This is an optimization exercise on Yosys and OpenROAD, whose aim is small area, a short achievable clock period and few clock cycles, not a production implementation.
RTL that was checked went through simulation tests only; none was proved equivalent to the original.
Only the layout flow was run in run 1; the RTL was not checked for function there.
Power and IR drop assume default switching activity.

**config.mk**
```make
export PLATFORM = sky130hd
export DESIGN_NAME = cc_framer
export DESIGN_NICKNAME = cc_framer
export VERILOG_FILES = /design/flow/design.v
export SDC_FILE = /design/flow/constraint.sdc
export NUM_CORES = 4
export LEC_CHECK = 0
export CAP_MARGIN = 20
export CORE_MARGIN = 2
export CORE_UTILIZATION = 60
export CTS_CLUSTER_DIAMETER = 100
export CTS_CLUSTER_SIZE = 30
export PLACE_DENSITY = 0.75
export SETUP_SLACK_MARGIN = 5
export SLEW_MARGIN = 20
```
**constraint.sdc**
```tcl
create_clock -name core_clock -period 8.0 [get_ports {clk}]
set_input_delay 1.6000 -clock core_clock [delete_from_list [all_inputs] [get_ports {clk}]]
set_output_delay 1.6000 -clock core_clock [all_outputs]
set_load 0.01 [all_outputs]
```
**design.v**
```verilog
module cc_framer (
    input  wire        clk,
    input  wire        rst,
    input  wire        cmd_valid,
    output wire        cmd_ready,
    input  wire [1:0]  cmd_op,       
    input  wire [15:0] cmd_arg,      
    input  wire [31:0] cmd_time,     
    input  wire        in_valid,
    output reg         in_ready,
    input  wire [7:0]  in_data,
    output reg         out_valid,
    input  wire        out_ready,
    output wire [7:0]  out_data,
    output wire        out_last,
    output reg         resp_valid,
    input  wire        resp_ready,
    output reg         resp_err,
    output reg         resp_desync,
    output wire [15:0] resp_nout,
    output reg  [31:0] resp_desync_count
);
    localparam OP_FEED  = 2'd0;
    localparam OP_DISC  = 2'd1;
    localparam OP_SETMD = 2'd2;
    localparam N  = 260;           
    localparam M  = 20;            
    localparam K  = N / M;         
    localparam PB = 5;             
    localparam JB = 4;             
    localparam D  = 4;             
    localparam DB = 2;             
    localparam F  = 5;             
    reg  [8*N-1:0] ring;
    reg  [PB-1:0]  wp;             
    reg  [JB-1:0]  wj;             
    reg  [PB-1:0]  hp;             
    reg  [JB-1:0]  hj;             
    reg  [8:0]     cnt;            
    reg  [1:0]     fph;            
    reg  [8:0]     fneed;          
    reg            gar;            
    wire           wr;             
    wire           rd;             
    reg            empty;          
    reg            cnt_1;          
    reg            cnt_f1;         
    reg            cnt_f;          
    wire           w_tap = (wp == {PB{1'b0}});
    wire           h_tap = (hp == {PB{1'b0}});
    reg  [7:0]     rbyte;          
    reg  [K-1:0]   wen;            
    genvar gj;
    generate
        for (gj = 0; gj < K; gj = gj + 1) begin : g_tap
            always @(posedge clk) begin
                ring[8*(gj*M)+7 -: 8] <= (in_valid && wen[gj]) ? in_data
                                         : ring[8*((gj*M+N-1)%N)+7 -: 8];
            end
            if (M > 1) begin : g_seg
                always @(posedge clk) begin
                    ring[8*(gj*M+M)-1 : 8*(gj*M+1)] <= ring[8*(gj*M+M-1)-1 : 8*(gj*M)];
                end
            end
        end
    endgenerate
    wire [JB-1:0]  hj_nt = (hp == M - 1) ? ((hj == K - 1) ? {JB{1'b0}} : hj + 1'b1) : hj;
    integer ij;
    always @(posedge clk) begin
        for (ij = 0; ij < K; ij = ij + 1)
            if (hj_nt == ij)
                rbyte <= ring[8*((ij*M+N-2)%N) +: 8];
    end
    reg  [F-1:0] ov;               
    reg  [8:0]   oe [0:F-1];       
    assign out_data  = oe[0][7:0];
    assign out_last  = oe[0][8];
    wire         pop = out_valid && out_ready;
    wire [F-1:0] ov_s = pop ? {1'b0, ov[F-1:1]} : ov;
    wire [F-1:0] ins;
    reg  [1:0] rph;                
    reg  [8:0] rneed;              
    reg  [5:0] frd;                
    reg  [5:0] fw;                 
    wire   r_ok   = (gar ? !empty : (frd != fw)) && h_tap;
    assign rd     = r_ok && !ov[F-1];
    wire   r_last = rph[1] && (rneed == 9'd1);
    reg        c_v;
    reg  [1:0] c_op;
    reg [15:0] c_arg;
    reg        c_ok;               
    reg        c_to;               
    reg [15:0] c_dl;               
    reg        c_chk;              
    reg        c_bl;               
    reg        c_eq0;              
    reg        c_eq1;              
    reg [15:0] maxdelay;
    reg        lock;
    reg [31:0] last_time;
    reg        last_valid;
    reg [15:0] rem;                
    reg        cur_des;            
    reg  [5:0] fr;                 
    reg [15:0] ncnt;               
    assign resp_nout = ncnt;
    reg  [7:0]    q [0:D-1];
    reg  [DB:0]   q_wp, q_rp;      
    wire [DB:0]   q_n  = q_wp - q_rp;
    wire          q_nz = (q_wp != q_rp);
    wire          q_nf = (q_n != D);
    assign cmd_ready = !c_v;
    wire        acc     = cmd_valid && !c_v;
    wire [16:0] t_dl    = {1'b0, cmd_time[15:0]} - {1'b0, last_time[15:0]};
    wire        t_bl    = t_dl[16];
    wire [15:0] t_x     = cmd_time[31:16] ^ last_time[31:16];
    wire [16:0] t_pa;              
    assign t_pa[0] = 1'b1;
    genvar gt;
    generate
        for (gt = 0; gt < 16; gt = gt + 1) begin : g_pa
            assign t_pa[gt+1] = t_pa[gt] & last_time[16+gt];
        end
    endgenerate
    wire        a_chk   = (maxdelay != 16'd0) && last_valid;
    wire        c_feed  = (c_op == OP_FEED);
    wire        c_feedw = c_feed && (c_arg != 16'd0);
    wire        c_disc  = (c_op == OP_DISC) || (c_feed && c_to);
    assign wr = in_valid && in_ready;
    wire        w_comp  = fph[1] && (fneed == 9'd1);
    wire        w_c     = wr && w_comp;
    wire        fin     = wr && (rem == 16'd1);
    wire        st_idle = (rem == 16'd0) && c_v && c_ok && (q_nf || c_feedw) &&
                          (!c_disc || frd == fw);
    wire        start   = st_idle || (fin && c_v && c_ok && c_feedw && !c_disc);
    wire        st_feed = start && c_feed;
    wire        disc    = st_idle && c_disc;
    wire        push_st = st_idle && !c_feedw;
    wire        push    = fin || push_st;
    wire        st_err  = (c_op == OP_SETMD) && lock;
    wire        st_des  = c_feed && c_to && (fph != 2'd0);
    wire [7:0]  q_in    = fin ? {fw + {5'd0, w_c}, cur_des, 1'b0}
                              : {fw, st_des, st_err};
    wire [7:0]  q_hd    = q[q_rp[DB-1:0]];
    wire        f_pop   = pop && oe[0][8];
    wire [5:0]  fr_p1   = fr + 6'd1;
    wire [5:0]  fr_nx   = f_pop ? fr_p1 : fr;
    wire        hd_eq0  = (fr == q_hd[7:2]);
    wire        hd_eq1  = (fr_p1 == q_hd[7:2]);
    wire        rfree   = !resp_valid || resp_ready;
    wire        rel     = q_nz && rfree &&
                          (hd_eq0 || (hd_eq1 && out_valid && oe[0][8] && out_ready));
    wire        g_now   = fph[1] && ((rem[15:9] != 7'd0) || (rem[8:0] >= fneed));
    wire        wr1     = wr && !rd;
    wire        rd1     = rd && !wr;
    wire        empty_n = disc || (wr1 ? 1'b0 : rd1 ? cnt_1 : empty);
    wire        nfull_n = wr1 ? !cnt_f1 : rd1 ? 1'b1 : !cnt_f;
    wire [8:0]  cnt_n   = disc ? 9'd0 : wr1 ? cnt + 9'd1 : rd1 ? cnt - 9'd1 : cnt;
    wire        wtap_n  = wr || (wp == M - 1);
    wire        remz_n  = st_feed ? (c_arg == 16'd0) : wr ? (rem == 16'd1) : (rem == 16'd0);
    wire        rem1_n  = st_feed ? (c_arg == 16'd1) : wr ? (rem == 16'd2) : (rem == 16'd1);
    wire        qnf_n   = (q_n < D - 1) || ((q_n == D - 1) && !push);
    wire        ir_n    = !remz_n && (!rem1_n || qnf_n) &&
                          (empty_n || (wtap_n && nfull_n));
    wire [JB-1:0] wj_n  = (empty_n || (wr && empty)) ? {JB{1'b0}} :
                          (wr || wp != M - 1) ? wj :
                          (wj == K - 1) ? {JB{1'b0}} : wj + 1'b1;
    always @(posedge clk) begin
        if (rst) begin
            c_v        <= 1'b0;
            c_ok       <= 1'b0;
            maxdelay   <= 16'd50;
            lock       <= 1'b0;
            last_time  <= 32'd0;
            last_valid <= 1'b0;
            rem        <= 16'd0;
            cur_des    <= 1'b0;
            fph        <= 2'd0;
            fneed      <= 9'd0;
            gar        <= 1'b0;
            fw         <= 6'd0;
            fr         <= 6'd0;
            ncnt       <= 16'd0;
            rph        <= 2'd0;
            rneed      <= 9'd0;
            frd        <= 6'd0;
            wp         <= {PB{1'b0}};
            wj         <= {JB{1'b0}};
            hp         <= {PB{1'b0}};
            hj         <= {JB{1'b0}};
            cnt        <= 9'd0;
            empty      <= 1'b1;
            cnt_1      <= 1'b0;
            cnt_f1     <= 1'b0;
            cnt_f      <= 1'b0;
            in_ready   <= 1'b0;
            wen        <= {K{1'b0}};
            out_valid  <= 1'b0;
            q_wp       <= {(DB+1){1'b0}};
            q_rp       <= {(DB+1){1'b0}};
            resp_valid <= 1'b0;
            resp_err   <= 1'b0;
            resp_desync <= 1'b0;
            resp_desync_count <= 32'd0;
        end else begin
            if (acc) begin
                c_v    <= 1'b1;
                c_op   <= cmd_op;
                c_arg  <= cmd_arg;
                c_dl   <= t_dl[15:0];
                c_chk  <= a_chk;
                c_bl   <= t_bl;
                c_eq0  <= (t_x == 16'd0);
                c_eq1  <= (t_x == t_pa[15:0]);
                if (cmd_op == OP_FEED && maxdelay != 16'd0) begin
                    last_time  <= cmd_time;
                    last_valid <= 1'b1;
                end
            end else if (start) begin
                c_v    <= 1'b0;
            end
            c_ok <= c_v && !acc;
            c_to <= c_chk && (!(c_bl ? c_eq1 : c_eq0) || (c_dl > maxdelay));
            if (wr) begin
                rem <= rem - 16'd1;
                if (w_comp) begin
                    fph  <= 2'd0;
                    fw   <= fw + 6'd1;
                end else if (fph[1]) begin
                    fneed <= fneed - 9'd1;
                end else begin
                    fph  <= fph + 2'd1;
                    fneed <= {1'b0, in_data} + 9'd3;
                end
            end
            if (start) begin
                case (c_op)
                OP_FEED: begin
                    lock    <= 1'b1;
                    rem     <= c_arg;
                    cur_des <= st_des;
                end
                OP_SETMD: begin
                    if (!lock)
                        maxdelay <= c_arg;
                end
                default: ;
                endcase
            end
            if (disc)
                fph <= 2'd0;
            gar <= g_now && !w_c && !disc;
            if (wr && empty) begin
                wp <= {PB{1'b0}};
                wj <= {JB{1'b0}};
            end else if (!wr) begin
                if (wp == M - 1) begin
                    wp <= {PB{1'b0}};
                    wj <= (wj == K - 1) ? {JB{1'b0}} : wj + 1'b1;
                end else begin
                    wp <= wp + 1'b1;
                end
            end
            if (wr && empty) begin
                hp <= 1;
                hj <= {JB{1'b0}};
            end else if (!rd) begin
                if (hp == M - 1) begin
                    hp <= {PB{1'b0}};
                    hj <= (hj == K - 1) ? {JB{1'b0}} : hj + 1'b1;
                end else begin
                    hp <= hp + 1'b1;
                end
            end
            cnt    <= cnt_n;
            empty  <= (cnt_n == 9'd0);
            cnt_1  <= (cnt_n == 9'd1);
            cnt_f1 <= (cnt_n == N - 1);
            cnt_f  <= (cnt_n == N);
            in_ready <= ir_n;
            for (ij = 0; ij < K; ij = ij + 1)
                wen[ij] <= ir_n && (wj_n == ij);
            if (rd) begin
                if (r_last) begin
                    rph  <= 2'd0;
                    frd  <= frd + 6'd1;
                end else if (rph[1]) begin
                    rneed <= rneed - 9'd1;
                end else begin
                    rph  <= rph + 2'd1;
                    rneed <= {1'b0, rbyte} + 9'd3;
                end
            end
            fr <= fr_nx;
            out_valid <= (ov_s[0] || ins[0]) && !(rel || !rfree);
            if (push)
                q_wp <= q_wp + 1'b1;
            if (rel) begin
                q_rp <= q_rp + 1'b1;
                resp_valid  <= 1'b1;
                resp_err    <= q_hd[0];
                resp_desync <= q_hd[1];
                resp_desync_count <= resp_desync_count + {31'd0, q_hd[1]};
            end else if (resp_ready) begin
                resp_valid <= 1'b0;
            end
            if (resp_valid && resp_ready)
                ncnt <= 16'd0;
            else if (f_pop)
                ncnt <= ncnt + 16'd1;
        end
    end
    always @(posedge clk) begin
        if (push)
            q[q_wp[DB-1:0]] <= q_in;
    end
    genvar gi;
    generate
        for (gi = 0; gi < F; gi = gi + 1) begin : g_oq
            assign ins[gi] = rd && !ov_s[gi] && (gi == 0 || ov_s[(gi+F-1)%F]);
            always @(posedge clk) begin
                if (ins[gi])
                    oe[gi] <= {r_last, rbyte};
                else if (pop && gi < F - 1)
                    oe[gi] <= oe[(gi+1)%F];
                if (rst)
                    ov[gi] <= 1'b0;
                else
                    ov[gi] <= ov_s[gi] || ins[gi];
            end
        end
    endgenerate
endmodule
```
**run.sh**
```bash
#!/bin/bash
# synth_recipe.tcl (not shown) runs the flow's synth.tcl, then flattens the netlist and writes it again
# the make line also repeats each setting of config.mk as NAME=value (left out here)
make -C /OpenROAD-flow-scripts/flow DESIGN_CONFIG=/design/flow/config.mk WORK_HOME=/design/flow/orfs CLKGATE_MAP_FILE= SYNTH_SCRIPT=/design/flow/synth_recipe.tcl finish
```
==> flow_metrics.py, run 1 <==
metrics = {
    "status": {
        "status": "timing/DRC/antenna clean",
    },
    "floorplan": {
        "coreArea_sq_um": 101400,
        "rows": 117,
        "start_util": 0.6033,
        "die_w_um": 323.4,
        "die_y_um": 323.4,
        "io_pins": 127,
        "die_area_sq_um": 104600,
    },
    "worst_setup_path": {
        "crit_required_ns": 8.63,
        "crit_chain": "dlygate4sd2_1 -> and3_4 -> nand3_2 -> nor2_4 -> o221ai_4 -> or4_4 -> or4_4 -> a21oi_2",
        "crit_fanout": 6,
        "cp_common_cell": "or4_4",
        "slowest_delay_ns": 0.62,
        "critPathSlowestCell": "or4_4",
        "path_class": "primary input to flip-flop",
        "worst_setup_path_end_kind": "flip-flop",
        "critPathLaunchType": "primary input",
        "arrival_ns": 3.78,
    },
    "timing": {
        "tns_ns": 0,
        "hold_violations": 0,
        "max_slew_margin": 0.2757,
        "rsz0062_at_grt": "yes",
        "fin_crit_sh": 0.3940,
        "holdWs_ns": 0.3116,
        "fmax_mhz": 317.3,
        "setup_viol": 0,
        "skew_ns": 0.03364,
        "drv_slew": 0,
        "finalCriticalPeriod_ns": 3.152,
        "tightest_slew_ns": 1.085,
    },
    "logic_synthesis": {
        "ys_types": 77,
        "synth-seq-cells": 2424,
        "synth_common_cells": "dfxtp_1, nor2_1, nand2_1",
        "synth_simple_gate_area_share": 0.06064,
        "netlist_area_sq_um": 61200,
        "synthXorXnorAreaFrac": 0.01918,
        "yosys_warnings": 2,
        "synthArstFlopShare": 0,
        "synthFlopType": "dfxtp_1",
        "synth-edff-count": 124,
        "syn_inst": 4199,
        "synth_area_leaders": "dfxtp_1, edfxtp_1, mux2_2, ha_1, nor2_1",
        "synth-adder-area-share": 0.01599,
        "synth_compound_area_frac": 0.04281,
        "ys_seq_area_frac": 0.8132,
        "synth_top_family_by_area": "simple AND/OR/NAND/NOR gates",
        "synth_nets": 4340,
        "yosys.area.top_type": "dfxtp_1",
        "syn_avg_cell_area_sq_um": 14.57,
        "netlist.area_leader.share": 0.7524,
        "synthMuxAreaShare": 0.03647,
        "synth.most_common_cell": "dfxtp_1",
    },
    "clock_network": {
        "cts_tree": "built",
        "cts_made_buffers": 91,
        "clk_pin_slew_ns": 0.10,
        "hold_buffers": 0,
        "clk_latency_ns": 0.70,
        "cts_root_buf": "clkbuf_16",
        "cts_num_sinks": 2424,
        "ctsHtreeMaxLevel": 3,
        "cts_buffer_depth": 3,
    },
    "flow_run": {
        "max_cap_viol_count": 0,
    },
    "layout": {
        "fillerInstances": 6858,
        "drive_above_1_share": 0.1245,
        "area_growth_pct": 11.20,
        "fin_nets": 4561,
        "multiInputGateArea_sq_um": 11650,
        "fin_cells": 5815,
        "regArea_sq_um": 49860,
    },
    "route": {
        "vias": 29362,
        "antenna_left": 0,
        "routed_wl_um": 103800,
        "drt_pre_antenna_iters": 5,
        "first_iter_violations": 2204,
        "vias_per_cell": 5.049,
        "wl_per_cell_um": 17.85,
        "drc": 0,
    },
    "grt": {
        "grt_max_degree": 59,
        "grtUsageTotal": 0.1958,
        "grt_pass1_vias": 28535,
        "antenna_found_initial": 9,
        "grt_pass1_wl_um": 158100,
        "overflow": 0,
    },
    "worst_hold_path": {
        "hold_class": "flip-flop to flip-flop",
    },
    "pwr": {
        "powerDensity_nw_per_um2": 279.2,
        "leakagePower_nw": 26.47,
        "ir_drop_uv": 210.0,
    },
    "placement": {
        "port_buffers": 126,
        "gp_congestion": 0.8432,
        "post-dp-hpwl_um": 65220,
        "dp_cells": 5614,
    },
}
==> metrics by stage <==
| step | utilization | total power, mW | worst slack [ns] | cell area [sq um] |
|---|---|---|---|---|
| finish | 0.6708 | 19.00 | 4.848 | 68050 |
| global route | 0.6707 | 19.64 | 4.794 | 68040 |
| CTS | 0.6656 | 19.01 | 4.870 | 67520 |
| detailed placement | 0.6330 | 13.57 | 3.185 | 64220 |
| global placement | 0.6330 | 13.54 | 3.274 | 64220 |
| floorplan | - | 13.34 | 4.452 | 61580 |
==> flip-flops by register name, summed over array words and instances, names as in the netlist, 16 cells and up, named ones only <==
name               count
maxdelay              16
resp_desync_count     32
q                     32
last_time             32
rem                   16
ring                2080
c_dl                  16
oe                    45
ncnt                  16
c_arg                 16
==> final timing paths <==
| check | start | to | slack (ns) | cells past startpoint |
|---|---|---|---|---|
| worst min-delay path | ring[1824] | ring[1832] | 0.31 | 0 |
| worst max-delay path | out_ready | resp_desync_count[28] | 4.85 | 8 |
| worst min register to register | ring[1824] | ring[1832] | 0.31 | 0 |
| worst max register to register | flip-flop | resp_desync_count[28] | 4.89 | 8 |
==> placed cells by master, fill, tap and decap left out, drive strengths merged, types with 18 or more instances in the layout <==
master and n:
a211oi 25, xnor2 74, dfxtp 2300, nor2 223, and3 22, or3 21
mux2i 61, o21ai 117, nand3 66, xor2 54, buf 97, edfxtp 124
inv 95, nand4 34, nor3 42, clkbuf 118, nand2 211, nor4 31
dlygate4sd2 26, clkdlybuf4s50 52, ha 75, mux2 123, or4 18, and2 30
clkdlybuf4s15 30, a21oi 127
==> timing repair <==
item	in CTS	in global routing
setup buffers	44	30
setup endpoints to repair	371	161
pin swaps	36	43
cloned	5	1
resized for setup	254	99
==> cell type report <==
cell class / count / share of cell area
clock inverter: 5 / 0.0007538
timing repair buffer: 215 / 0.02881
tap: 1368 / 0.02515
multi-input combinational: 1595 / 0.1712
inverter: 93 / 0.005460
antenna: 6 / 0.0002206
sequential: 2424 / 0.7327
clock buffer: 109 / 0.03570
==> cell families after synthesis <==
kind of cell,after synthesis
fa+ha+maj,77
simple gates,768
compound gates,422
flops,2424
buf+inv,185
mux,194
xor+xnor,129
==> critical path, delay by kind of cell <==
kind	cells	cell delay, ns
buffers and inverters	1	0.23
AOI/OAI and AO/OA	2	0.25
and+or+nand+nor	5	1.69
==> report_power, final <==
part | switching, mW | internal (mW) | total (mW)
clock | 3.34 | 2.18 | 5.52
combinational | 0.483 | 0.411 | 0.894
sequential | 0.162 | 12.4 | 12.6
total | 3.98 | 15.0 | 19.0
==> metal layers <==
metal	vias up	GRT usage	routed length (um)
met5	-	0	22
met4	4	0.06181	2499
met3	159	0.02874	4492
met2	619	0.3197	48040
met1	14173	0.2711	48720
li1	14407	-	-
==> run 2, diff against run 1 <==
--- a/design.v
+++ b/design.v
@@ -39,7 +39,6 @@
     reg  [8:0]     cnt;            
     reg  [1:0]     fph;            
     reg  [8:0]     fneed;          
-    reg            gar;            
     wire           wr;             
     wire           rd;             
     reg            empty;          
@@ -82,7 +81,7 @@
     reg  [8:0] rneed;              
     reg  [5:0] frd;                
     reg  [5:0] fw;                 
-    wire   r_ok   = (gar ? !empty : (frd != fw)) && h_tap;
+    wire   r_ok   = (frd != fw) && h_tap;
     assign rd     = r_ok && !ov[F-1];
     wire   r_last = rph[1] && (rneed == 9'd1);
     reg        c_v;
@@ -150,7 +149,6 @@
     wire        rfree   = !resp_valid || resp_ready;
     wire        rel     = q_nz && rfree &&
                           (hd_eq0 || (hd_eq1 && out_valid && oe[0][8] && out_ready));
-    wire        g_now   = fph[1] && ((rem[15:9] != 7'd0) || (rem[8:0] >= fneed));
     wire        wr1     = wr && !rd;
     wire        rd1     = rd && !wr;
     wire        empty_n = disc || (wr1 ? 1'b0 : rd1 ? cnt_1 : empty);
@@ -177,7 +175,6 @@
             cur_des    <= 1'b0;
             fph        <= 2'd0;
             fneed      <= 9'd0;
-            gar        <= 1'b0;
             fw         <= 6'd0;
             fr         <= 6'd0;
             ncnt       <= 16'd0;
@@ -249,7 +246,6 @@
             end
             if (disc)
                 fph <= 2'd0;
-            gar <= g_now && !w_c && !disc;
             if (wr && empty) begin
                 wp <= {PB{1'b0}};
                 wj <= {JB{1'b0}};
--- a/config.mk
+++ b/config.mk
@@ -7,9 +7,9 @@
 export LEC_CHECK = 0
 export CAP_MARGIN = 20
 export CORE_MARGIN = 2
-export CORE_UTILIZATION = 60
+export CORE_UTILIZATION = 70
 export CTS_CLUSTER_DIAMETER = 100
 export CTS_CLUSTER_SIZE = 30
-export PLACE_DENSITY = 0.75
+export PLACE_DENSITY = 0.8
 export SETUP_SLACK_MARGIN = 5
 export SLEW_MARGIN = 20
==> run 2 against run 1 <==
Effect of this change:
- worst hold slack lost 0.012 ns
- core utilization grew 11 points
- combinational power shrank 21%
- die area shrank 15%
- count of clock-buffer cells in the layout shrank 2
- sequential power is essentially flat
- flip-flop and latch count shrank 1
- clock skew grew 0.017 ns
- power shrank 0.33%
- critical path depth grew 2
- cell count shrank 4.3%
- worst setup slack lost 0.13 ns
- largest cell class unchanged
==> flow_metrics.py, run 2 <==
metrics = {
    "status": {
        "status": "timing/DRC/antenna clean",
    },
    "layout": {
        "area_growth_pct": 11.50,
        "fillerInstances": 4599,
        "final_common_cell": "dfxtp_1",
        "fin_area_sq_um": 67890,
        "fin_nets": 4519,
        "largest-register": "ring",
        "regArea_sq_um": 49850,
        "drive_above_1_share": 0.1316,
        "largest_reg_flops": 2080,
        "multiInputGateArea_sq_um": 11650,
        "final_cell_mix": "dfxtp_1, nand2_1, nor2_1",
        "top_regs": "ring (2080), oe (45)",
    },
    "logic_synthesis": {
        "synthFlopType": "dfxtp_1",
        "synth.most_common_cell": "dfxtp_1",
        "synth_area_leaders": "dfxtp_1, edfxtp_1, mux2_2, nand2_1, nor2_1",
        "yosys_warnings": 2,
        "synth_nets": 4285,
        "synthArstFlopShare": 0,
        "syn_inst": 4153,
        "netlist.area_leader.share": 0.7559,
        "netlist_area_sq_um": 60890,
        "syn_avg_cell_area_sq_um": 14.66,
        "ys_types": 101,
        "ys_seq_area_frac": 0.8171,
        "synth-seq-cells": 2423,
        "synth-edff-count": 124,
        "synth_common_cells": "dfxtp_1, nand2_1, nor2_1",
        "yosys.area.top_type": "dfxtp_1",
    },
    "clock_network": {
        "cts_num_sinks": 2423,
        "clk_latency_ns": 0.71,
        "ctsHtreeMaxLevel": 3,
        "cts_tree": "built",
        "cts_root_buf": "clkbuf_16",
        "clk_pin_slew_ns": 0.11,
        "cts_made_buffers": 90,
        "cts_buffer_depth": 3,
        "hold_buffers": 0,
    },
    "floorplan": {
        "start_util": 0.7040,
        "die_y_um": 298.9,
        "io_pins": 127,
        "die_w_um": 298.9,
        "rows": 108,
        "die_area_sq_um": 89360,
        "coreArea_sq_um": 86480,
    },
    "timing": {
        "skew_ns": 0.05048,
        "hold_violations": 0,
        "tns_ns": 0,
        "fin_crit_sh": 0.4107,
        "fmax_mhz": 304.4,
        "setup_viol": 0,
        "drv_slew": 0,
        "tightest_slew_ns": 0.9635,
        "finalCriticalPeriod_ns": 3.286,
        "max_slew_margin": 0.3561,
        "rsz0062_at_grt": "yes",
        "holdWs_ns": 0.2992,
    },
    "grt": {
        "met1_usage": 0.3327,
        "grt_pass1_wl_um": 172000,
        "grtUsageTotal": 0.2500,
        "antenna_found_initial": 3,
        "grt_pass1_vias": 30031,
        "grt_max_degree": 87,
        "overflow": 0,
        "groute.layer.met2.usage": 0.4288,
        "grt_use_met3": 0.02843,
        "grt.busiest_layer": "met2",
    },
    "route": {
        "drt_pre_antenna_iters": 6,
        "first_iter_violations": 2556,
        "vias_per_cell": 5.379,
        "wl_per_cell_um": 21.37,
        "vias": 29932,
        "antenna_left": 0,
        "drc": 0,
        "routed_wl_um": 118900,
    },
    "pwr": {
        "leakagePower_nw": 26.71,
        "powerDensity_nw_per_um2": 278.9,
        "ir_drop_uv": 266.2,
    },
    "worst_setup_path": {
        "crit_required_ns": 8.50,
        "path_class": "flip-flop to flip-flop",
        "worst_setup_path_end_kind": "flip-flop",
        "arrival_ns": 3.79,
        "slowest_delay_ns": 0.45,
        "crit_fanout": 9,
        "crit_chain": "ha_1 -> a21oi_1 -> o21ai_0 -> o21ai_4 -> a22oi_2 -> buf_2 -> nor2_4 -> o311ai_2 -> a21oi_1 -> o21ai_0",
        "critPathSlowestCell": "dfxtp_4",
        "critPathLaunchType": "flip-flop",
        "critical_path_buf_inv_count": 1,
        "path_delay_family": "compound AO/OA/AOI/OAI gates",
    },
    "placement": {
        "placed_cell_area_sq_um": 63860,
        "gp_congestion": 0.8526,
        "post-dp-hpwl_um": 64780,
        "port_buffers": 126,
    },
    "flow_run": {
        "max_cap_viol_count": 0,
    },
    "worst_hold_path": {
        "hold_class": "flip-flop to flip-flop",
    },
}
[run 2: changes by cell type after synthesis, moves of 9 or more]
cell      before  now
inv_1         93   81
nand2_1      210  238
mux2_2       122  108
nor3_1        41   61
ha_1          75   66
o21ai_0      116   99
xnor2_1       70   79
a22oi_1       12   23
nand2b_1       8   20
nand4_1       34   43
a21oi_1      127  104
a211oi_1      25   16
nand3_1       66   42
[run 2: worst reg2reg max path, delay by kind of cell, from the launching register on]
kind	cells	cell delay (ns)
compound gates	7	1.86
fa+ha+maj	1	0.42
buf+inv	1	0.28
flops	1	0.45
simple gates	1	0.10
[run 2: layout make-up]
type	instances	area share
Inverter	82	0.004829
Tap cell	1155	0.02129
Antenna cell	2	0.00007372
Clock buffer	107	0.03520
Multi-Input combinational cell	1562	0.1716
Timing Repair Buffer	228	0.03142
Sequential cell	2423	0.7342
Clock inverter	6	0.001382
[run 2: worst paths after layout]
| check | start | endpoint | slack (ns) | depth (start not counted) |
|---|---|---|---|---|
| worst min-delay path | ring[1958] | ring[1966] | 0.30 | 0 |
| worst max-delay path | hj[1] | rbyte[6] | 4.71 | 10 |
| worst min register to register | ring[1958] | ring[1966] | 0.30 | 0 |
| worst max register to register | hj[1] | rbyte[6] | 4.71 | 10 |
[run 2: what timing repair did]
item | 4_1_cts | 5_1_grt
hold endpoints to repair | 0 | 0
cloned | 2 | 1
pin swaps | 23 | 39
setup endpoints to repair | 387 | 70
resized for setup | 241 | 111
setup buffers | 38 | 48
[run 2: per-stage QoR]
step	utilization	setup slack (ns)	cells	total power, mW
final	0.7850	4.714	5565	18.94
after global routing	0.7850	4.687	5563	19.47
after CTS	0.7758	4.977	5513	18.87
after detailed placement	0.7384	3.069	5360	13.47
after global placement	0.7384	3.157	5360	13.44
after floorplan	-	4.428	4153	13.26
[run 2: per-layer routing]
| layer | share of wire | up-vias | wire, um |
|---|---|---|---|
| met5 | 0 | - | 0 |
| met4 | 0.036 | 0 | 4327 |
| met3 | 0.041 | 262 | 4905 |
| met2 | 0.50 | 796 | 59550 |
| met1 | 0.42 | 14643 | 50130 |
| li1 | - | 14231 | - |
[run 2: logic make-up after synthesis]
group,after synthesis,share of synthesized area
DFF,2423,0.8171
buffers and inverters,168,0.01085
adders and majority gates,68,0.01422
and+or+nand+nor,794,0.06321
AOI/OAI and AO/OA,388,0.04231
muxes,172,0.03220
xor gates and xnor gates,140,0.02014
[run 2: report_power, final]
part / switching, mW / internal [mW]
logic: 0.393 / 0.313
clock network: 3.46 / 2.16
registers: 0.171 / 12.4
Testbench counts of run 2, summed over its fixed seeds: cycles 137,058.
==> run 3, diff against run 2 <==
--- a/config.mk
+++ b/config.mk
@@ -7,9 +7,9 @@
 export LEC_CHECK = 0
 export CAP_MARGIN = 20
 export CORE_MARGIN = 2
-export CORE_UTILIZATION = 70
+export CORE_UTILIZATION = 60
 export CTS_CLUSTER_DIAMETER = 100
 export CTS_CLUSTER_SIZE = 30
-export PLACE_DENSITY = 0.8
+export PLACE_DENSITY = 0.75
 export SETUP_SLACK_MARGIN = 5
 export SLEW_MARGIN = 20
==> run 3 against run 2 <==
Effect of this change:
- still clean on timing, DRC and antenna
- final area is 0.56% higher
- flip-flop and latch count stayed put
- clock skew is 0.0088 ns lower
- count of clock-buffer cells in the layout is 1 lower
- register-to-register slack better by 0.17 ns
- global-route usage is 5.8 points lower
- fmax is 5.4% higher
- via count is 3.2% lower
- sequential power hardly changed
==> flow_metrics.py, run 3 <==
metrics = {
    "timing": {
        "rsz0062_at_grt": "yes",
        "finalCriticalPeriod_ns": 3.116,
        "setup_viol": 0,
        "max_slew_margin": 0.3620,
        "tns_ns": 0,
        "fin_crit_sh": 0.3895,
        "drv_slew": 0,
        "skew_ns": 0.04170,
        "fmax_mhz": 320.9,
        "hold_violations": 0,
        "holdWs_ns": 0.3045,
        "tightest_slew_ns": 0.9571,
    },
    "route": {
        "vias_per_cell": 5.023,
        "routed_wl_um": 102000,
        "antenna_left": 0,
        "drc": 0,
        "drt_pre_antenna_iters": 5,
        "vias": 28965,
        "wl_per_cell_um": 17.69,
        "first_iter_violations": 2065,
    },
    "clock_network": {
        "cts_root_buf": "clkbuf_16",
        "ctsHtreeMaxLevel": 3,
        "cts_made_buffers": 92,
        "clk_pin_slew_ns": 0.11,
        "cts_buffer_depth": 3,
        "clk_latency_ns": 0.70,
        "hold_buffers": 0,
        "cts_tree": "built",
        "cts_num_sinks": 2423,
    },
    "logic_synthesis": {
        "synth_common_cells": "dfxtp_1, nand2_1, nor2_1",
        "netlist.area_leader.share": 0.7559,
        "synth.most_common_cell": "dfxtp_1",
        "yosys.area.top_type": "dfxtp_1",
        "yosys_warnings": 2,
        "ys_types": 101,
        "syn_avg_cell_area_sq_um": 14.66,
        "synth_area_leaders": "dfxtp_1, edfxtp_1, mux2_2, nand2_1, nor2_1",
        "synthArstFlopShare": 0,
        "synth_nets": 4285,
        "synth-edff-count": 124,
        "synthFlopType": "dfxtp_1",
        "netlist_area_sq_um": 60890,
        "ys_seq_area_frac": 0.8171,
        "synth-seq-cells": 2423,
        "syn_inst": 4153,
    },
    "worst_setup_path": {
        "path_delay_family": "compound AO/OA/AOI/OAI gates",
        "critical_path_buf_inv_count": 2,
        "reg2reg_slack_ns": 4.88,
        "worst_setup_path_end_kind": "flip-flop",
        "crit_chain": "inv_1 -> ha_2 -> and3_1 -> nor2_1 -> nor2_1 -> nor2_1 -> buf_6 -> a2bb2oi_4 -> o22ai_1 -> o211a_1 -> o41ai_4",
        "crit_required_ns": 8.49,
        "slowest_delay_ns": 0.44,
        "arrival_ns": 3.61,
        "critPathLaunchType": "flip-flop",
        "path_class": "flip-flop to flip-flop",
        "crit_fanout": 11,
        "critPathSlowestCell": "dfxtp_4",
        "cp_common_cell": "nor2_1",
    },
    "layout": {
        "final_cell_mix": "dfxtp_1, nand2_1, nor2_1",
        "largest-register": "ring",
        "fillerInstances": 6674,
        "largest_reg_flops": 2080,
        "fin_area_sq_um": 68270,
        "area_growth_pct": 12.13,
        "final_common_cell": "dfxtp_1",
        "drive_above_1_share": 0.1343,
        "fin_nets": 4516,
        "top_regs": "ring (2080), oe (45)",
        "final_core_util": 0.6807,
    },
    "floorplan": {
        "die_area_sq_um": 104000,
        "coreArea_sq_um": 100300,
        "die_w_um": 322.6,
        "die_y_um": 322.6,
        "rows": 116,
        "io_pins": 127,
        "start_util": 0.6071,
    },
    "grt": {
        "grtUsageTotal": 0.1924,
        "antenna_found_initial": 4,
        "grt.busiest_layer": "met2",
        "grt_pass1_wl_um": 156400,
        "overflow": 0,
        "grt_max_degree": 87,
        "grt_use_met3": 0.02543,
        "met1_usage": 0.2714,
        "groute.layer.met2.usage": 0.3114,
        "grt_pass1_vias": 28336,
    },
    "pwr": {
        "ir_drop_uv": 206.1,
        "leakagePower_nw": 26.64,
        "fin_total_pwr_mw": 18.87,
        "powerDensity_nw_per_um2": 276.4,
    },
    "flow_run": {
        "max_cap_viol_count": 0,
    },
    "placement": {
        "post-dp-hpwl_um": 61430,
        "port_buffers": 126,
        "placed_cell_area_sq_um": 64100,
        "gp_congestion": 0.8203,
    },
    "status": {
        "status": "timing/DRC/antenna clean",
    },
    "worst_hold_path": {
        "hold_class": "flip-flop to flip-flop",
    },
}
==> run 3: cell counts after synthesis <==
Identical to the previous run, type by type.
==> run 3: worst paths after layout <==
path,end,from,cells after the start
max,rbyte[1],hj[0],11
min,ring[529],ring[521],0
max reg2reg,rbyte[1],hj[0],11
min reg2reg,ring[529],ring[521],0
==> run 3: cell families after synthesis <==
logic type	after synthesis	synth area share
simple gates	794	0.06321
fa+ha+maj	68	0.01422
buf+inv	168	0.01085
xor+xnor	140	0.02014
mux	172	0.03220
flops	2423	0.8171
compound gates	388	0.04231
==> run 3: layer usage <==
| layer | vias to the layer above | part of all wire |
|---|---|---|
| met5 | - | 0.00011 |
| met4 | 2 | 0.030 |
| met3 | 183 | 0.040 |
| met2 | 574 | 0.46 |
| met1 | 13946 | 0.47 |
| li1 | 14260 | - |
==> run 3: timing repair <==
| action | in CTS | in global routing |
|---|---|---|
| cloned | 1 | 5 |
| buffers inserted | 44 | 35 |
| pin swaps | 26 | 59 |
| hold endpoints to repair | 0 | 0 |
| resized for setup | 294 | 111 |
| setup endpoints to repair | 414 | 112 |
==> run 3: where the power goes <==
group	leakage (nW)	internal (mW)	switching, mW
logic	5.64	0.301	0.386
registers	19.7	12.4	0.143
clock network	1.26	2.23	3.38
==> run 3: stage by stage <==
step	instances	setup WS (ns)
2_1_floorplan	4153	4.428
3_3_place_gp	5561	2.929
3_5_place_dp	5561	2.892
4_1_cts	5723	4.870
5_1_grt	5764	4.763
6_report	5766	4.884
==> run 3: area by class of cell <==
type | count | area, sq um | share of cell area
Antenna cell | 2 | 5.005 | 0.00007331
Clock buffer | 106 | 2419 | 0.03542
Tap cell | 1357 | 1698 | 0.02487
Timing Repair Buffer | 222 | 2112 | 0.03094
Inverter | 82 | 329.1 | 0.004820
Sequential cell | 2423 | 49890 | 0.7307
Multi-Input combinational cell | 1563 | 11670 | 0.1709
Clock inverter | 11 | 151.4 | 0.002217
==> run 4, diff against run 3 <==
--- a/config.mk
+++ b/config.mk
@@ -8,8 +8,8 @@
 export CAP_MARGIN = 20
 export CORE_MARGIN = 2
 export CORE_UTILIZATION = 60
-export CTS_CLUSTER_DIAMETER = 100
-export CTS_CLUSTER_SIZE = 30
+export CTS_CLUSTER_DIAMETER = 90
+export CTS_CLUSTER_SIZE = 25
 export PLACE_DENSITY = 0.75
 export SETUP_SLACK_MARGIN = 5
 export SLEW_MARGIN = 20
==> run 4 against run 3 <==
Effect of this change:
- non-clock buffer count decreased by 6
- cell count up 0.19%
- clock power increased by 7.0%
- worst hold slack improved by 0.012 ns
- die area did not move
- flip-flop and latch count did not move
- core utilization grew 0.24 points
- synthesized cell count stayed put
- critical path type unchanged
==> flow_metrics.py, run 4 <==
metrics = {
    "logic_synthesis": {
        "syn_avg_cell_area_sq_um": 14.66,
        "synth_nets": 4285,
        "synthFlopType": "dfxtp_1",
        "yosys_warnings": 2,
        "synth-seq-cells": 2423,
        "netlist.area_leader.share": 0.7559,
        "synth.most_common_cell": "dfxtp_1",
        "ys_types": 101,
        "yosys.area.top_type": "dfxtp_1",
        "synth-edff-count": 124,
        "ys_seq_area_frac": 0.8171,
        "syn_inst": 4153,
        "synthArstFlopShare": 0,
        "synth_common_cells": "dfxtp_1, nand2_1, nor2_1",
        "synth_area_leaders": "dfxtp_1, edfxtp_1, mux2_2, nand2_1, nor2_1",
        "netlist_area_sq_um": 60890,
    },
    "timing": {
        "finalCriticalPeriod_ns": 3.125,
        "fin_ws_ns": 4.875,
        "max_slew_margin": 0.3431,
        "skew_ns": 0.05659,
        "fin_crit_sh": 0.3906,
        "rsz0062_at_grt": "yes",
        "tightest_slew_ns": 0.9837,
        "drv_slew": 0,
        "tns_ns": 0,
        "hold_violations": 0,
        "setup_viol": 0,
        "fmax_mhz": 320.0,
    },
    "worst_setup_path": {
        "critPathLaunchType": "flip-flop",
        "worst_setup_path_end_kind": "flip-flop",
        "path_class": "flip-flop to flip-flop",
        "arrival_ns": 3.68,
        "r2r_start": "hp[0]",
        "reg2reg_slack_ns": 4.88,
        "crit_required_ns": 8.55,
        "r2r_cells": 12,
        "r2r_end": "rbyte[2]",
        "crit_fanout": 9,
    },
    "grt": {
        "grt_max_degree": 87,
        "grt_pass1_wl_um": 158200,
        "grt_pass1_vias": 28698,
        "grtUsageTotal": 0.1953,
        "overflow": 0,
        "antenna_found_initial": 6,
    },
    "route": {
        "routed_wl_um": 102100,
        "wl_per_cell_um": 17.68,
        "drc": 0,
        "drt_pre_antenna_iters": 7,
        "first_iter_violations": 1933,
        "vias_per_cell": 5.021,
        "antenna_left": 0,
        "vias": 29005,
    },
    "layout": {
        "final_cell_mix": "dfxtp_1, nand2_1, nor2_1",
        "top_regs": "ring (2080), oe (45)",
        "fin_nets": 4525,
        "final_common_cell": "dfxtp_1",
        "multiInputGateArea_sq_um": 11610,
        "fin_area_sq_um": 68510,
        "regArea_sq_um": 49890,
        "fillerInstances": 6585,
        "drive_above_1_share": 0.1431,
        "area_growth_pct": 12.53,
        "largest_reg_flops": 2080,
        "largest-register": "ring",
    },
    "placement": {
        "port_buffers": 126,
        "post-dp-hpwl_um": 61430,
        "placed_cell_area_sq_um": 64100,
        "gp_congestion": 0.8203,
        "dp_slack_ns": 2.892,
    },
    "flow_run": {
        "max_cap_viol_count": 0,
    },
    "clock_network": {
        "cts_buffer_depth": 3,
        "cts_tree": "built",
        "ctsHtreeMaxLevel": 3,
        "cts_num_sinks": 2423,
        "hold_buffers": 0,
        "clk_pin_slew_ns": 0.10,
        "cts_root_buf": "clkbuf_16",
        "clk_latency_ns": 0.73,
        "cts_made_buffers": 108,
    },
    "worst_hold_path": {
        "hp-start": "ring[1664]",
        "min_to": "ring[1672]",
        "hold_class": "flip-flop to flip-flop",
        "whs_path_depth": 0,
    },
    "status": {
        "status": "timing/DRC/antenna clean",
    },
    "floorplan": {
        "rows": 116,
        "start_util": 0.6071,
        "io_pins": 127,
        "die_y_um": 322.6,
        "die_area_sq_um": 104000,
        "coreArea_sq_um": 100300,
        "die_w_um": 322.6,
    },
    "pwr": {
        "leakagePower_nw": 26.72,
        "powerDensity_nw_per_um2": 280.9,
        "ir_drop_uv": 196.5,
    },
}
## run 4: cell counts after synthesis
No cell type changed its count.
## run 4: stage by stage
stage          cells  hold slack, ns  utilization  power [mW]
6_report        5777          0.3169       0.6832       19.25
5_1_grt         5775          0.3213       0.6831       19.91
4_1_cts         5743          0.3141       0.6775       19.36
3_5_place_dp    5561          0.3121       0.6392       13.46
3_3_place_gp    5561          0.3095       0.6392       13.44
2_1_floorplan   4153          0.3096            -       13.26
## run 4: cell families (layout without fill, tap and decap cells)
family                     Yosys count  in the layout  synth area share
muxes                              172            172           0.03220
other                                0              2                 0
adders and majority gates           68             68           0.01422
xor gates and xnor gates           140            140           0.02014
and+or+nand+nor                    794            794           0.06321
buffers and inverters              168            433           0.01085
AOI/OAI and AO/OA                  388            388           0.04231
DFF                               2423           2423            0.8171
## run 4: timing repair
action                                  in CTS  in global routing
resized for setup                          356                 97
setup buffers                               45                 29
pin swaps                                   30                 44
endpoints found under the setup margin     406                 89
gates cloned                                 2                  2
## run 4: worst max path at each step
stage,from,slack (ns),to,cells past startpoint
global route,hp[0],4.84,rbyte[2],12
global placement,in_valid,2.93,cnt_f1,9
finish,hp[0],4.88,rbyte[2],12
detailed placement,in_valid,2.89,cnt_f1,9
CTS,cmd_time[1],4.83,c_dl[15],10
floorplan,in_valid,4.43,cnt_f1,9
## run 4: report_power, final
part / switching, mW / internal (mW)
clock network: 3.47 / 2.53
logic: 0.380 / 0.299
registers: 0.141 / 12.4
total: 3.99 / 15.3
## run 4: layout make-up
class,instances,share of cell area
Antenna cell,2,0.00007305
Clock buffer,123,0.04089
Clock inverter,12,0.002484
Inverter,82,0.004803
Multi-Input combinational cell,1562,0.1694
Sequential cell,2423,0.7281
Tap cell,1357,0.02478
Timing Repair Buffer,216,0.02947
## run 4: per-layer routing
layer | vias to the layer above | share of wire | track usage
li1 | 14273 | - | -
met1 | 13895 | 0.46 | 0.2703
met2 | 623 | 0.46 | 0.3146
met3 | 210 | 0.042 | 0.03077
met4 | 4 | 0.035 | 0.06885
met5 | - | 0.00026 | 0
## run 4: worst max-delay path: stages (launching register included)
cell	delay, ns
dfxtp_4	0.37
ha_4	0.17
nor4bb_4	0.24
buf_6	0.18
buf_4	0.12
buf_4	0.11
a21oi_1	0.07
o21ai_0	0.34
o31ai_1	0.20
and2_4	0.26
or2_4	0.31
or3_1	0.37
o21ai_2	0.21
==> run 5, diff against run 4 <==
--- a/design.v
+++ b/design.v
@@ -30,7 +30,7 @@
     localparam JB = 4;             
     localparam D  = 4;             
     localparam DB = 2;             
-    localparam F  = 5;             
+    localparam F  = 4;             
     reg  [8*N-1:0] ring;
     reg  [PB-1:0]  wp;             
     reg  [JB-1:0]  wj;             
@@ -82,7 +82,7 @@
     reg  [5:0] frd;                
     reg  [5:0] fw;                 
     wire   r_ok   = (frd != fw) && h_tap;
-    assign rd     = r_ok && !ov[F-1];
+    assign rd     = r_ok && (!ov[F-1] || pop);
     wire   r_last = rph[1] && (rneed == 9'd1);
     reg        c_v;
     reg  [1:0] c_op;
--- a/config.mk
+++ b/config.mk
@@ -8,8 +8,8 @@
 export CAP_MARGIN = 20
 export CORE_MARGIN = 2
 export CORE_UTILIZATION = 60
-export CTS_CLUSTER_DIAMETER = 90
-export CTS_CLUSTER_SIZE = 25
+export CTS_CLUSTER_DIAMETER = 100
+export CTS_CLUSTER_SIZE = 30
 export PLACE_DENSITY = 0.75
 export SETUP_SLACK_MARGIN = 5
 export SLEW_MARGIN = 20
==> run 5 against run 4 <==
Effect of this change:
- clock skew decreased by 0.026 ns
- largest power group unchanged
- via count down 2.5%
- critical path type is now primary input to flip-flop
- worst hold slack better by 0.0014 ns
- die area down 1.1%
- core utilization decreased by 0.89 points
- count of clock-buffer cells in the layout decreased by 19
==> flow_metrics.py, run 5 <==
metrics = {
    "floorplan": {
        "die_area_sq_um": 102900,
        "start_util": 0.6038,
        "io_pins": 127,
        "rows": 116,
        "die_y_um": 320.8,
        "coreArea_sq_um": 99710,
        "die_w_um": 320.8,
    },
    "layout": {
        "largest-register": "ring",
        "final_cell_mix": "dfxtp_1, nor2_1, nand2_1",
        "fillerInstances": 6600,
        "final_common_cell": "dfxtp_1",
        "top_regs": "ring (2080), oe (36)",
        "multiInputGateArea_sq_um": 11070,
        "final_core_util": 0.6743,
        "drive_above_1_share": 0.1307,
        "fin_area_sq_um": 67230,
        "largest_reg_flops": 2080,
        "area_growth_pct": 11.68,
        "regArea_sq_um": 49580,
        "fin_cells": 5647,
        "fin_nets": 4456,
    },
    "logic_synthesis": {
        "synthArstFlopShare": 0,
        "synth_common_cells": "dfxtp_1, nor2_1, nand2_1",
        "syn_inst": 4079,
        "synth_area_leaders": "dfxtp_1, edfxtp_1, mux2_2, nor2_1, mux2i_1",
        "synth-seq-cells": 2413,
        "syn_avg_cell_area_sq_um": 14.76,
        "synth_nets": 4211,
        "yosys_warnings": 2,
        "yosys.area.top_type": "dfxtp_1",
        "synth.most_common_cell": "dfxtp_1",
        "synth-edff-count": 115,
        "ys_seq_area_frac": 0.8215,
        "netlist.area_leader.share": 0.7642,
        "netlist_area_sq_um": 60200,
        "ys_types": 84,
        "synthFlopType": "dfxtp_1",
    },
    "worst_hold_path": {
        "hp-start": "ring[1471]",
        "hold_class": "flip-flop to flip-flop",
        "whs_path_depth": 0,
        "min_to": "ring[1479]",
    },
    "worst_setup_path": {
        "worst_setup_path_end_kind": "flip-flop",
        "reg2reg_slack_ns": 5.00,
        "r2r_end": "resp_desync_count[28]",
        "r2r_cells": 9,
        "critPathSlowestCell": "clkdlybuf4s50_1",
        "arrival_ns": 3.58,
        "path_class": "primary input to flip-flop",
        "critPathLaunchType": "primary input",
        "crit_fanout": 4,
        "crit_required_ns": 8.53,
        "crit_chain": "clkdlybuf4s50_1 -> ha_1 -> o31ai_1 -> a311oi_2 -> o21a_1 -> o21ai_2 -> nand3_1 -> o311ai_1",
        "slowest_delay_ns": 0.49,
    },
    "grt": {
        "antenna_found_initial": 4,
        "grt_pass1_vias": 28021,
        "grt_max_degree": 92,
        "grtUsageTotal": 0.1943,
        "grt_pass1_wl_um": 156200,
        "overflow": 0,
    },
    "timing": {
        "hold_violations": 0,
        "setup_viol": 0,
        "holdWs_ns": 0.3183,
        "drv_slew": 0,
        "max_slew_margin": 0.2873,
        "fin_crit_sh": 0.3806,
        "skew_ns": 0.03081,
        "finalCriticalPeriod_ns": 3.044,
        "fmax_mhz": 328.5,
        "tns_ns": 0,
        "rsz0062_at_grt": "yes",
        "tightest_slew_ns": 1.069,
        "fin_ws_ns": 4.956,
    },
    "placement": {
        "placed_cell_area_sq_um": 63220,
        "gp_congestion": 0.8300,
        "port_buffers": 126,
        "dp_cells": 5436,
        "dp_slack_ns": 2.952,
        "post-dp-hpwl_um": 60160,
    },
    "route": {
        "antenna_left": 0,
        "vias": 28291,
        "routed_wl_um": 100700,
        "drt_pre_antenna_iters": 5,
        "vias_per_cell": 5.010,
        "wl_per_cell_um": 17.83,
        "drc": 0,
        "first_iter_violations": 2015,
    },
    "status": {
        "status": "timing/DRC/antenna clean",
    },
    "clock_network": {
        "cts_tree": "built",
        "cts_root_buf": "clkbuf_16",
        "clk_pin_slew_ns": 0.10,
        "cts_made_buffers": 92,
        "clk_latency_ns": 0.72,
        "cts_buffer_depth": 3,
        "cts_num_sinks": 2413,
        "hold_buffers": 0,
        "ctsHtreeMaxLevel": 3,
    },
    "pwr": {
        "ir_drop_uv": 223.7,
        "leakagePower_nw": 26.54,
        "powerDensity_nw_per_um2": 283.1,
        "fin_total_pwr_mw": 19.04,
    },
    "flow_run": {
        "max_cap_viol_count": 0,
    },
}
## run 5: layer usage
layer / up-vias / track usage / part of all wire
li1: 13928 / - / -
met1: 13641 / 0.2728 / 0.48
met2: 557 / 0.3150 / 0.46
met3: 165 / 0.02602 / 0.036
met4: 0 / 0.06155 / 0.028
met5: - / 0 / 0
## run 5: kinds of logic (layout without fill, tap and decap cells)
logic type,count (synthesis),count (layout),synth area share
DFF,2413,2413,0.8215
and+or+nand+nor,759,761,0.06067
AOI/OAI and AO/OA,334,335,0.03514
muxes,191,192,0.03548
buffers and inverters,164,428,0.01077
xor gates and xnor gates,150,150,0.02205
adders and majority gates,68,68,0.01438
other,0,2,0
## run 5: what timing repair did
action,4_1_cts,5_1_grt
resized for setup,276,105
buffers inserted,59,28
setup endpoints to repair,413,127
cloned,4,1
pin swaps,40,33
## run 5: worst max-delay path, delay by kind of cell
kind	cells	cell delay [ns]
simple gates	1	0.09
fa+ha+maj	1	0.40
buf+inv	1	0.49
compound gates	5	0.99
## run 5: where the power goes
group	leakage, nW	total [mW]	internal [mW]	switching, mW
sequential	19.7	12.6	12.4	0.158
combinational	5.62	0.894	0.417	0.477
clock	1.25	5.58	2.18	3.41
total	26.5	19.0	15.0	4.04
## run 5: area by class of cell
class	instances	share of cell area
antenna	2	0.00007444
timing repair buffer	228	0.03061
tap	1298	0.02416
sequential	2413	0.7374
clock buffer	104	0.03523
inverter	83	0.004950
multi-input combinational	1506	0.1647
clock inverter	13	0.002922
## run 5: worst max-delay path by stage
stage	to	from	slack, ns
after floorplan	c_bl	cmd_time[0]	4.40
after global placement	wen[10]	in_valid	3.07
after detailed placement	wen[7]	in_valid	2.95
after CTS	wen[7]	rem[9]	4.92
after global routing	c_bl	cmd_time[0]	4.88
final	c_dl[15]	cmd_time[9]	4.96
Testbench counts of run 5, summed over its fixed seeds: cycles 137,058.
==> run 6, diff against run 5 <==
--- a/config.mk
+++ b/config.mk
@@ -5,11 +5,12 @@
 export SDC_FILE = /design/flow/constraint.sdc
 export NUM_CORES = 4
 export LEC_CHECK = 0
+export ABC_AREA = 1
 export CAP_MARGIN = 20
 export CORE_MARGIN = 2
 export CORE_UTILIZATION = 60
 export CTS_CLUSTER_DIAMETER = 100
 export CTS_CLUSTER_SIZE = 30
-export PLACE_DENSITY = 0.75
+export PLACE_DENSITY = 0.68
 export SETUP_SLACK_MARGIN = 5
 export SLEW_MARGIN = 20
==> run 6 against run 5 <==
Effect of this change:
- sequential power about the same
- via count increased by 5.1%
- power decreased by 1.8%
- critical path depth increased by 11
- synthesized area increased by 0.62%
- cell count increased by 9.4%
- still clean
- first-iteration DRC count decreased by 6.7%
- sequential share of layout area decreased by 0.10 points
- synthesized cell count increased by 14%
- worst setup slack got worse by 0.023 ns
- largest cell class unchanged
- count of clock-buffer cells in the layout increased by 1
- critical endpoint is now rbyte[2]
- routed wire length decreased by 3.0%
==> flow_metrics.py, run 6 <==
metrics = {
    "worst_setup_path": {
        "arrival_ns": 3.51,
        "r2r_end": "rbyte[2]",
        "r2r_cells": 19,
        "crit_required_ns": 8.44,
        "r2r_start": "hp[0]",
        "crit_fanout": 8,
        "worst_setup_path_end_kind": "flip-flop",
        "critPathLaunchType": "flip-flop",
        "path_class": "flip-flop to flip-flop",
        "reg2reg_slack_ns": 4.93,
    },
    "worst_hold_path": {
        "hp-start": "ring[743]",
        "whs_path_depth": 0,
        "min_to": "ring[751]",
        "hold_class": "flip-flop to flip-flop",
    },
    "route": {
        "drt_pre_antenna_iters": 5,
        "antenna_left": 0,
        "first_iter_violations": 1881,
        "routed_wl_um": 97680,
        "vias_per_cell": 4.813,
        "vias": 29737,
        "wl_per_cell_um": 15.81,
        "drc": 0,
    },
    "timing": {
        "tns_ns": 0,
        "skew_ns": 0.03160,
        "tightest_slew_ns": 1.047,
        "max_slew_margin": 0.3002,
        "fmax_mhz": 326.0,
        "drv_slew": 0,
        "hold_violations": 0,
        "rsz0062_at_grt": "yes",
        "fin_crit_sh": 0.3835,
        "setup_viol": 0,
        "holdWs_ns": 0.3151,
        "finalCriticalPeriod_ns": 3.068,
    },
    "layout": {
        "fin_nets": 4992,
        "final_common_cell": "dfxtp_1",
        "drive_above_1_share": 0.1082,
        "final_cell_mix": "dfxtp_1, nand2_1, inv_1",
        "fin_cells": 6179,
        "largest_reg_flops": 2080,
        "fillerInstances": 7212,
        "top_regs": "ring (2080), oe (36)",
        "fin_area_sq_um": 67320,
        "area_growth_pct": 11.15,
        "largest-register": "ring",
    },
    "placement": {
        "placed_cell_area_sq_um": 63490,
        "post-dp-hpwl_um": 61580,
        "dp_cells": 5992,
        "gp_congestion": 0.8689,
        "port_buffers": 126,
    },
    "clock_network": {
        "cts_made_buffers": 91,
        "cts_root_buf": "clkbuf_16",
        "ctsHtreeMaxLevel": 3,
        "cts_tree": "built",
        "clk_latency_ns": 0.70,
        "cts_buffer_depth": 3,
        "cts_num_sinks": 2413,
        "clk_pin_slew_ns": 0.12,
    },
    "logic_synthesis": {
        "syn_avg_cell_area_sq_um": 13.05,
        "synthArstFlopShare": 0,
        "synth_common_cells": "dfxtp_1, nand2_1, inv_1",
        "synth-seq-cells": 2413,
        "ys_types": 61,
        "netlist_area_sq_um": 60570,
        "yosys.area.top_type": "dfxtp_1",
        "yosys_warnings": 2,
        "synth-edff-count": 115,
        "synth.most_common_cell": "dfxtp_1",
        "ys_seq_area_frac": 0.8165,
        "netlist.area_leader.share": 0.7595,
        "synth_area_leaders": "dfxtp_1, edfxtp_1, nand2_1, o21ai_0, inv_1",
        "synthFlopType": "dfxtp_1",
        "synth_nets": 4772,
        "syn_inst": 4640,
    },
    "floorplan": {
        "coreArea_sq_um": 100100,
        "start_util": 0.6048,
        "io_pins": 127,
        "die_y_um": 321.7,
        "rows": 116,
        "die_w_um": 321.7,
        "die_area_sq_um": 103500,
    },
    "pwr": {
        "powerDensity_nw_per_um2": 277.6,
        "fin_total_pwr_mw": 18.69,
        "leakagePower_nw": 26.55,
        "ir_drop_uv": 220.8,
    },
    "status": {
        "status": "timing/DRC/antenna clean",
    },
    "grt": {
        "grtUsageTotal": 0.1869,
        "overflow": 0,
        "antenna_found_initial": 2,
        "grt_max_degree": 78,
        "grt_pass1_vias": 28154,
        "grt_pass1_wl_um": 151800,
    },
    "flow_run": {
        "max_cap_viol_count": 0,
    },
}
-- run 6: changes by cell type after synthesis, moves of 15 or more --
| cell | before | now |
|---|---|---|
| o21ai_0 | 92 | 292 |
| mux2i_1 | 84 | 0 |
| xnor2_1 | 70 | 23 |
| nand2_1 | 212 | 538 |
| or3_1 | 16 | 1 |
| nor2b_1 | 20 | 0 |
| inv_1 | 82 | 307 |
| nor2_1 | 261 | 245 |
| mux2_2 | 99 | 2 |
| a21oi_1 | 80 | 188 |
| a22oi_1 | 17 | 0 |
| nand3_1 | 53 | 105 |
-- run 6: worst max-delay path by stage --
stage	slack [ns]	depth (start not counted)	to	from
after floorplan	4.38	14	c_bl	cmd_time[0]
after global placement	3.48	14	resp_desync_count[6]	out_ready
after detailed placement	3.45	15	wen[12]	in_valid
after CTS	4.95	20	rbyte[2]	hp[0]
after global routing	4.83	20	rbyte[7]	hp[0]
final	4.93	19	rbyte[2]	hp[0]
-- run 6: cells by family (layout without fill, tap and decap cells) --
| family | after synthesis | count (layout) | synth area share |
|---|---|---|---|
| other cells | 0 | 1 | 0 |
| buf+inv | 406 | 644 | 0.02609 |
| fa+ha+maj | 68 | 68 | 0.01429 |
| compound gates | 568 | 568 | 0.05038 |
| xor+xnor | 97 | 97 | 0.01403 |
| mux | 2 | 2 | 0.0003718 |
| flops | 2413 | 2413 | 0.8165 |
| simple gates | 1086 | 1088 | 0.07835 |
-- run 6: what timing repair did --
item,in CTS,in global routing
endpoints found under the hold margin,0,0
setup buffers,37,33
hold buffers,0,0
pin swaps,35,68
gates resized for setup,323,119
cloned,2,1
endpoints found under the setup margin,414,119
-- run 6: layout make-up --
cell class	count	area (sq um)	share of cell area
Clock buffer	105	2415	0.03587
Antenna cell	1	2.502	0.00003717
Timing Repair Buffer	205	1805	0.02682
Timing Repair inverter	1	8.758	0.0001301
Clock inverter	8	108.9	0.001617
Tap cell	1298	1624	0.02412
Inverter	325	1294	0.01922
Multi-Input combinational cell	1823	10490	0.1558
Sequential cell	2413	49580	0.7364
-- run 6: stage by stage --
stage / worst slack [ns] / utilization
2_1_floorplan: 4.379 / -
3_3_place_gp: 3.475 / 0.6339
3_5_place_dp: 3.453 / 0.6339
4_1_cts: 4.948 / 0.6664
5_1_grt: 4.827 / 0.6722
6_report: 4.932 / 0.6723
-- run 6: critical path: stages, from the launching register on --
cell,delay [ns]
dfxtp_4,0.38
ha_4,0.16
nand2_4,0.07
nor2_4,0.21
nor2_4,0.05
nor2_4,0.27
buf_12,0.15
nand3_4,0.14
o211ai_1,0.41
nand3_1,0.13
nand3_1,0.11
nand2_2,0.07
nand2_2,0.09
nand2_2,0.07
nand3_2,0.09
nand3_2,0.09
nand2_2,0.10
nand2_2,0.08
nand2_2,0.08
nand2_1,0.05
-- run 6: routing by layer --
layer | track usage | vias up | share of wire
met3 | 0.02704 | 137 | 0.036
met5 | 0 | - | 0.00011
met1 | 0.2626 | 13917 | 0.49
met4 | 0.05815 | 2 | 0.024
li1 | - | 15251 | -
met2 | 0.3016 | 430 | 0.45
-- run 6: power breakdown --
part / internal [mW] / switching, mW
combinational: 0.268 / 0.456
sequential: 12.3 / 0.105
clock: 2.23 / 3.30
total: 14.8 / 3.86
==> run 7, diff against run 6 <==
--- a/config.mk
+++ b/config.mk
@@ -5,7 +5,6 @@
 export SDC_FILE = /design/flow/constraint.sdc
 export NUM_CORES = 4
 export LEC_CHECK = 0
-export ABC_AREA = 1
 export CAP_MARGIN = 20
 export CORE_MARGIN = 2
 export CORE_UTILIZATION = 60
==> run 7 against run 6 <==
Effect of this change:
- routed wire length about the same
- highest routed layer unchanged
- count of clock-buffer cells in the layout up 3
- clock skew barely moved
- register-to-register slack hardly changed
- still clean
- via count down 6.6%
- global-route usage about the same
- worst hold slack gained 0.0012 ns
- critical path type unchanged
- synthesized area fell by 0.61%
- combinational power is 26% higher
- power rose by 1.7%
- core utilization grew 0.21 points
- clock power about the same
==> flow_metrics.py, run 7 <==
metrics = {
    "floorplan": {
        "start_util": 0.6038,
        "die_y_um": 320.8,
        "die_w_um": 320.8,
        "die_area_sq_um": 102900,
        "io_pins": 127,
        "rows": 116,
        "coreArea_sq_um": 99710,
    },
    "grt": {
        "antenna_found_initial": 2,
        "grt_max_degree": 81,
        "grt_use_met3": 0.02753,
        "grtUsageTotal": 0.1870,
        "grt_pass1_wl_um": 149800,
        "grt_pass1_vias": 26573,
        "groute.layer.met2.usage": 0.2944,
        "met1_usage": 0.2702,
        "grt.busiest_layer": "met2",
        "overflow": 0,
    },
    "timing": {
        "rsz0062_at_grt": "yes",
        "fmax_mhz": 325.5,
        "tightest_slew_ns": 1.025,
        "finalCriticalPeriod_ns": 3.072,
        "holdWs_ns": 0.3163,
        "setup_viol": 0,
        "fin_ws_ns": 4.928,
        "hold_violations": 0,
        "fin_crit_sh": 0.3840,
        "max_slew_margin": 0.3149,
        "drv_slew": 0,
        "tns_ns": 0,
        "skew_ns": 0.03134,
    },
    "layout": {
        "largest_reg_flops": 2080,
        "area_growth_pct": 11.70,
        "largest-register": "ring",
        "final_core_util": 0.6744,
        "fin_nets": 4461,
        "final_common_cell": "dfxtp_1",
        "fin_area_sq_um": 67240,
        "drive_above_1_share": 0.1334,
        "final_cell_mix": "dfxtp_1, nor2_1, nand2_1",
        "top_regs": "ring (2080), oe (36)",
    },
    "route": {
        "vias_per_cell": 4.910,
        "drt_pre_antenna_iters": 5,
        "wl_per_cell_um": 17.29,
        "antenna_left": 0,
        "vias": 27764,
        "first_iter_violations": 1742,
        "drc": 0,
        "routed_wl_um": 97770,
    },
    "logic_synthesis": {
        "yosys_warnings": 2,
        "netlist.area_leader.share": 0.7642,
        "netlist_area_sq_um": 60200,
        "synth_area_leaders": "dfxtp_1, edfxtp_1, mux2_2, nor2_1, mux2i_1",
        "synthFlopType": "dfxtp_1",
        "synth_common_cells": "dfxtp_1, nor2_1, nand2_1",
        "synth.most_common_cell": "dfxtp_1",
        "ys_types": 84,
        "syn_inst": 4079,
        "syn_avg_cell_area_sq_um": 14.76,
        "synth-seq-cells": 2413,
        "synthArstFlopShare": 0,
        "yosys.area.top_type": "dfxtp_1",
        "synth-edff-count": 115,
        "ys_seq_area_frac": 0.8215,
        "synth_nets": 4211,
    },
    "worst_setup_path": {
        "r2r_cells": 11,
        "path_class": "flip-flop to flip-flop",
        "arrival_ns": 3.69,
        "worst_setup_path_end_kind": "flip-flop",
        "critPathLaunch": "rem[4]",
        "r2r_end": "wen[10]",
        "crit_required_ns": 8.62,
        "reg2reg_slack_ns": 4.93,
        "critPathLaunchType": "flip-flop",
        "crit_fanout": 6,
        "endpoint": "wen[10]",
        "r2r_start": "rem[4]",
    },
    "status": {
        "status": "timing/DRC/antenna clean",
    },
    "pwr": {
        "leakagePower_nw": 26.53,
        "sequentialPowerShare": 0.661,
        "p_clk_frac": 0.292,
        "ir_drop_uv": 260.7,
        "p_sw_frac": 0.2099,
        "powerDensity_nw_per_um2": 282.7,
        "p_comb_frac": 0.048,
        "p_int_mw": 15.02,
        "p_sw_mw": 3.990,
    },
    "clock_network": {
        "hold_buffers": 0,
        "clk_latency_ns": 0.70,
        "ctsHtreeMaxLevel": 3,
        "cts_buffer_depth": 3,
        "cts_root_buf": "clkbuf_16",
        "cts_made_buffers": 91,
        "clk_pin_slew_ns": 0.11,
        "cts_tree": "built",
        "cts_num_sinks": 2413,
    },
    "placement": {
        "placed_cell_area_sq_um": 63200,
        "port_buffers": 126,
        "post-dp-hpwl_um": 58910,
        "dp_slack_ns": 2.869,
        "gp_congestion": 0.8205,
    },
    "worst_hold_path": {
        "hold_class": "flip-flop to flip-flop",
    },
    "flow_run": {
        "max_cap_viol_count": 0,
    },
}
## run 7: cell count changes in the layout (fill, tap and decap cells not counted), sizes merged, moves of 31 or more
cell	delta
inv	-234
nand3	-57
mux2	+99
mux2i	+84
a21oi	-108
o21ai	-202
nand2	-340
buf	+31
xnor2	+47
## run 7: power by group through the flow
stage                     sequential (mW)  combinational (mW)  clock [mW]
final                                12.6               0.909        5.54
after global routing                 12.6               0.984        6.11
after CTS                            12.6               0.829        5.69
after detailed placement             12.8               0.731           0
after global placement               12.8               0.723           0
after floorplan                      12.8               0.570           0
## run 7: logic make-up after synthesis
| family | Yosys count | synth area share |
|---|---|---|
| adder cells (fa/ha/maj) | 68 | 0.01438 |
| flip-flops | 2413 | 0.8215 |
| XOR/XNOR | 150 | 0.02205 |
| AO/OA/AOI/OAI | 334 | 0.03514 |
| AND/OR/NAND/NOR | 759 | 0.06067 |
| buffers and inverters | 164 | 0.01077 |
| multiplexers | 191 | 0.03548 |
## run 7: layout make-up
class                           instances  area (sq um)
Clock buffer                          108          2405
Fill cell                            6887         32470
Multi-Input combinational cell       1508         11090
Clock inverter                         10         152.6
Timing Repair Buffer                  232          2063
Sequential cell                      2413         49570
Tap cell                             1298          1624
Antenna cell                            3         7.507
Inverter                               83         332.8
## run 7: worst min path at each step
| stage | slack [ns] | cells past startpoint | endpoint | start |
|---|---|---|---|---|
| floorplan | 0.31 | 0 | ring[1000] | ring[992] |
| global route | 0.32 | 0 | ring[2060] | ring[2052] |
| global placement | 0.31 | 0 | ring[398] | ring[390] |
| CTS | 0.31 | 0 | ring[369] | ring[361] |
| detailed placement | 0.31 | 0 | ring[1771] | ring[1763] |
| finish | 0.32 | 0 | ring[1732] | ring[1724] |
## run 7: worst max-delay path: stages, from the launching register on
cell and delay [ns]:
dfxtp_2 0.35, or4_4 0.55, nor4_4 0.44, nand4_4 0.16, o32ai_4 0.26, buf_6 0.15, nand3b_4 0.09, buf_6 0.16
a211oi_4 0.37, nand4_1 0.17, buf_6 0.20, nor3_4 0.11
## run 7: routing by layer
metal / vias up / part of all wire
met2: 411 / 0.45
met1: 13273 / 0.49
met4: 2 / 0.026
met5: - / 0.00013
met3: 137 / 0.033
li1: 13941 / -
## run 7: through the flow
stage	instances	power, mW
after floorplan	4079	13.35
after global placement	5435	13.55
after detailed placement	5435	13.56
after CTS	5607	19.08
after global routing	5652	19.69
final	5655	19.01
## run 7: what timing repair did
item / CTS / global route
endpoints found under the setup margin: 438 / 109
cloned: 5 / 2
pin swaps: 41 / 39
buffers inserted: 49 / 43
gates resized for setup: 330 / 80

[what the ideal ports hide]
Ports are ideal in the flow. The routed layouts listed here were re-timed in OpenROAD. Step 1 assumes that a clkbuf_16 drives the clock port and a buf_2 every other input. Step 2 times the ports against the registers' clock, not the clock port: input delays grow and output delays shrink by t, the midpoint of the rising clock arrivals with the driver on. Three values: ideal ports, drivers, drivers and shift; two values: the first two.
| run | t, ns | setup slack, ns |
|---|---|---|
| run 1 | 0.748 | 4.848 / 4.876 / 4.128 |
| run 2 | 0.754 | 4.714 / 4.714 / 4.172 |
| run 3 | 0.751 | 4.884 / 4.877 / 4.126 |
| run 4 | 0.762 | 4.875 / 4.875 / 4.223 |
| run 5 | 0.771 | 4.956 / 4.912 / 4.188 |
| run 6 | 0.744 | 4.932 / 4.932 / 4.230 |
| run 7 | 0.750 | 4.928 / 4.928 / 4.206 |
After both steps every run listed still meets setup and hold.
